What follows belongs to an exercise in optimizing a design on an open flow for small area, a short achievable clock period and few clock cycles per item; a production flow would make more cautious choices. The RTL was checked by simulation tests, not by an equivalence proof against the original design. Power figures rest on the tool's default switching activity, not on a simulated workload.

==> branch cedar <==
## si7021_unit
module si7021_unit (
    input  wire        clk,
    input  wire        rst,           
    input  wire        in_valid,
    output wire        in_ready,
    input  wire [7:0]  in_op,
    input  wire [63:0] in_a,
    input  wire [47:0] in_b,
    input  wire [7:0]  in_c,
    input  wire [23:0] in_n,
    output reg         out_valid,
    output wire [1:0]  out_fault,
    output reg  [63:0] out_r0,
    output reg  [31:0] out_r1
);
export LEC_CHECK = 0
export CAP_MARGIN = 20
export CORE_MARGIN = 2
export CORE_UTILIZATION = 40
export SLEW_MARGIN = 20
create_clock -name core_clock -period 13.0 [get_ports {clk}]
standard.sh (not shown) runs the stock make flow with config.mk's settings and CLKGATE_MAP_FILE= SYNTH_SCRIPT=/design/flow/synth_recipe.tcl, a recipe that flattens the netlist after the stock synthesis.
==> flow/flow/run.sh <==
#!/bin/bash
set -euo pipefail
bash standard.sh SETUP_SLACK_MARGIN=9.4 "BUFFER_PORTS_ARGS=-buffer_cell sky130_fd_sc_hd__buf_2" finish > standard_flow.log 2>&1
==> branch pepper (differences from branch cedar) <==
--- a/flow/design.v
+++ b/flow/design.v
@@ -245,17 +245,19 @@
     wire [15:0] code = d_q[15:0];
     wire is_t = op_q[1];
     wire tie = (code[13:0] == 14'h2000);
     wire rnd_down = tie & (code[14] ^ ~is_t);
     wire [29:0] cz = {14'd0, code};
+    wire [29:0] cn = {14'd0, ~code};
     wire [29:0] pp0 = cz;
     wire [29:0] pp1 = cz << 5;
-    wire [29:0] pp2 = is_t ? (cz << 3)  : (cz << 2);
-    wire [29:0] pp3 = is_t ? (cz << 8)  : (cz << 4);
-    wire [29:0] pp4 = is_t ? (cz << 12) : (cz << 10);
-    wire [29:0] pp5 = is_t ? 30'd0      : (cz << 11);
-    wire [29:0] kof = is_t ? (30'h1FFF - (30'd4685 << 14)) : (30'h1FFF - (30'd600 << 14));
+    wire [29:0] pp2 = cz << 12;
+    wire [29:0] pp3 = is_t ? (cz << 8) : (cn << 10);
+    wire [29:0] pp4 = is_t ? (cz << 3) : (cz << 4);
+    wire [29:0] pp5 = is_t ? 30'd0     : (cz << 2);
+    wire [29:0] kof = is_t ? (30'h1FFF - (30'd4685 << 14))
+                           : (30'h1FFF - (30'd600 << 14) + 30'h3C000400);
     function [59:0] csa;             
         input [29:0] x, y, z;
         begin
             csa[29:0]  = x ^ y ^ z;
             csa[59:30] = {((x & y) | (x & z) | (y & z)), 1'b0};
@@ -287,11 +289,28 @@
         end
     endfunction
     function [15:0] heater_current;
         input [3:0] l;
         begin
-            heater_current = {12'd0, l} * 16'd608 + 16'd309;
+            case (l)
+                4'd0: heater_current = 16'd309;
+                4'd1: heater_current = 16'd917;
+                4'd2: heater_current = 16'd1525;
+                4'd3: heater_current = 16'd2133;
+                4'd4: heater_current = 16'd2741;
+                4'd5: heater_current = 16'd3349;
+                4'd6: heater_current = 16'd3957;
+                4'd7: heater_current = 16'd4565;
+                4'd8: heater_current = 16'd5173;
+                4'd9: heater_current = 16'd5781;
+                4'd10: heater_current = 16'd6389;
+                4'd11: heater_current = 16'd6997;
+                4'd12: heater_current = 16'd7605;
+                4'd13: heater_current = 16'd8213;
+                4'd14: heater_current = 16'd8821;
+                4'd15: heater_current = 16'd9429;
+            endcase
         end
     endfunction
     wire [7:0] u = d_q[7:0];
     wire [7:0] h = d_q[15:8];
     wire [1:0] sel = {u[7], u[0]};
@@ -302,10 +321,11 @@
             2'd1: begin hres = 4'd8;  tres = 4'd12; end
             2'd2: begin hres = 4'd10; tres = 4'd13; end
             default: begin hres = 4'd11; tres = 4'd11; end
         endcase
     end
+    wire [15:0] hcur  = heater_current(op_q[0] ? h[3:0] : u[3:0]);
     wire [7:0] dev_in = op_25 ? u : d_q[39:32];
     wire [7:0] fw_in  = op_26 ? u : c_q;
     wire [2:0] dev_l  = dev_label(dev_in);
     wire [1:0] fw_l   = fw_label(fw_in);
     reg [63:0] r0;
@@ -323,25 +343,25 @@
             r0[19:16] = tres;
             r0[24]    = u[2];
             r0[32]    = u[6];
         end
         if (op_29 | op_2c)  r0[3:0] = u[3:0];
-        if (op_2a)          r0[15:0] = heater_current(u[3:0]);
+        if (op_2a)          r0[15:0] = hcur;
         if (op_2b)          r0[7:0] = {c_q[1], u[6:1], c_q[0]};
         if (op_2d) begin
             r0[3:0]   = hres;
             r0[7:4]   = tres;
             r0[8]     = u[2];
             r0[15:12] = h[3:0];
             r0[23:16] = u;
             r0[31:24] = h;
-            r0[47:32] = heater_current(h[3:0]);
+            r0[47:32] = hcur;
             r0[48]    = u[6];
         end
         if (op_30)          r0[15:0] = {u, h};
         if (!legal)         r0[7:0] = op;
-        if (cnv_op)         r0[30:0] = {~rnd_down, sx};
+        if (cnv_op)         r0 = {4'd0, sy[29:1], ~rnd_down, sx};
         r1 = 29'd0;
         if (id_ok) begin
             r1[7:0]   = d_q[39:32];
             r1[15:8]  = c_q;
         end
@@ -351,11 +371,10 @@
         if (id_ok | op_26)  r1[21:20] = fw_l;
         if (id_ok | op_22)  r1[24] = |g1_q;
         if (id_ok | op_23)  r1[25] = |g2_q;
         if (sentinel)       r1 = {2'b00, 3'b100, 2'd0, 2'd2, 1'b0, 3'd5, 8'h00, 8'hFF};
         if ((op_20 | op_21) & good_q) r1[28] = 1'b1;
-        if (cnv_op)         r1 = sy[29:1];
     end
     reg        v2_q;
     reg [63:0] r0_q;
     reg [28:0] r1_q;
     reg        crc_q, cnv_q, fault_q;
@@ -399,11 +418,11 @@
     assign crc_i1[5] = ^(crc_s2 & 8'h23);
     assign crc_i1[6] = ^(crc_s2 & 8'h46);
     assign crc_i1[7] = ^(crc_s2 & 8'h8C);
     wire [7:0] crc_res = back_q[0] ? crc_i1 : crc_s2;
     wire [30:0] ax = {r0_q[29:0], r0_q[30]};
-    wire [30:0] ay = {r1_q[28:0], 1'b0, r0_q[30]};
+    wire [30:0] ay = {r0_q[59:31], 1'b0, r0_q[30]};
     wire [30:0] kg0 = ax & ay, kp0 = ax ^ ay;
     wire [30:0] kg1 = kg0 | (kp0 & {kg0[29:0], 1'b0});
     wire [30:0] kp1 = kp0 & {kp0[29:0], 1'b0};
     wire [30:0] kg2 = kg1 | (kp1 & {kg1[28:0], 2'b0});
     wire [30:0] kp2 = kp1 & {kp1[28:0], 2'b0};
@@ -415,12 +434,12 @@
     wire [30:0] sum31 = kp0 ^ {kg5[29:0], 1'b0};
     wire [15:0] cnv = sum31[30:15];
     reg [63:0] r0f;
     always @(*) begin
         r0f = r0_q;
-        if (crc_q) r0f = {56'd0, crc_res};
-        if (cnv_q) r0f = {48'd0, cnv};
+        if (crc_q) r0f[10:0] = {3'd0, crc_res};
+        if (cnv_q) r0f[59:0] = {44'd0, cnv};
     end
     reg fault3_q;
     assign in_ready  = 1'b1;
     assign out_fault = {fault3_q, fault3_q};
     always @(posedge clk) begin
@@ -428,8 +447,8 @@
             out_valid <= 1'b0;
         else
             out_valid <= v2_q;
         fault3_q <= fault_q;
         out_r0   <= r0f;
-        out_r1   <= cnv_q ? 32'd0 : {3'd0, r1_q};
+        out_r1   <= {3'd0, r1_q};
     end
 endmodule
==> flow/flow/run.sh (replaced) <==
#!/bin/bash
set -euo pipefail
bash standard.sh SETUP_SLACK_MARGIN=9.3 "BUFFER_PORTS_ARGS=-buffer_cell sky130_fd_sc_hd__buf_2" finish > standard_flow.log 2>&1
==> results.txt <==
metric                                                                                  branch cedar            branch pepper
Cells on worst reg2reg path                                                                       10                       11
Status                                                                       complete, no violations  complete, no violations
Clock edge transition at the registers on the reported setup and hold paths                    60 ps                    70 ps
Post-synthesis compound-gate area fraction                                                    13.94%                   13.70%
Number of register bits inferred by synthesis                                                    284                      276
Overall die height                                                                          221.3 um                 215.9 um
Routing usage on met3                                                                         4.315%                   3.665%
GPL Wtd Cong                                                                                  0.9855                    1.007
Overall via count from detail_route                                                           16.39k                   15.26k
Iter 0 DRT Violations                                                                          1,361                    1,260
Clock network share of area                                                                   4.711%                   4.630%
Power dissipated in combinational cells                                                    0.00119 W                0.00104 W
Met1 GRT Util                                                                                 35.53%                   34.61%
Post-layout minimum cycle time                                                               3665 ps                  3684 ps
Pre-CTS setup slack                                                                          8001 ps                  8085 ps
Power Total                                                                               0.003079 W               0.002822 W
# clock sinks                                                                                    284                      276
CP Capture Point                                                                             g1_q[2]                   d_q[7]
Tightest slew margin relative to the limit                                                    29.19%                   25.90%
Number of optimization iterations in the first detailed-route pass                                 5                        6
Worst R2R Start                                                                               c_q[2]                   d_q[2]
Final design instance area without fill                                                 23,130 sq um             21,160 sq um
Count of placed standard cells in the final layout, fillers left out                           2,986                    2,823
Number of diodes added for antenna fixing                                                          1                        0
Relative area of non-clock buffer cells in the final design                                   9.362%                   7.782%
Sequential cell area                                                                      5753 sq um               5545 sq um
Testbench counts of branch cedar, summed over its fixed seeds: cycles 4,824, ops 4,800.
Testbench counts of branch pepper, summed over its fixed seeds: cycles 4,824, ops 4,800.

-- what the ideal ports hide --
How much do the figures lean on ideal ports? The routed layouts below were timed once more, with nothing changed but the port constraints.
Step 1 assumes that a clkbuf_16 drives the clock port and a buf_2 every other input.
Step 2 times the ports against the registers' clock, not the clock port: input delays grow and output delays shrink by t, the midpoint of the rising clock arrivals with the driver on.
Three values: ideal ports, drivers, drivers and shift; two values: the first two.
run | shift t [ns] | setup slack, ns | hold slack, ns | worst setup path at the end
branch cedar | 0.631 | 9.335 / 9.328 / 8.726 | 0.325 / 0.325 / 0.325 | input to register
branch pepper | 0.628 | 9.316 / 9.293 / 8.714 | 0.323 / 0.323 / 0.323 | input to register
After both steps setup and hold are still met in every run listed. The setup slack of branch cedar, which loses most, moves by -0.007 ns with the drivers and by -0.609 ns with both steps.
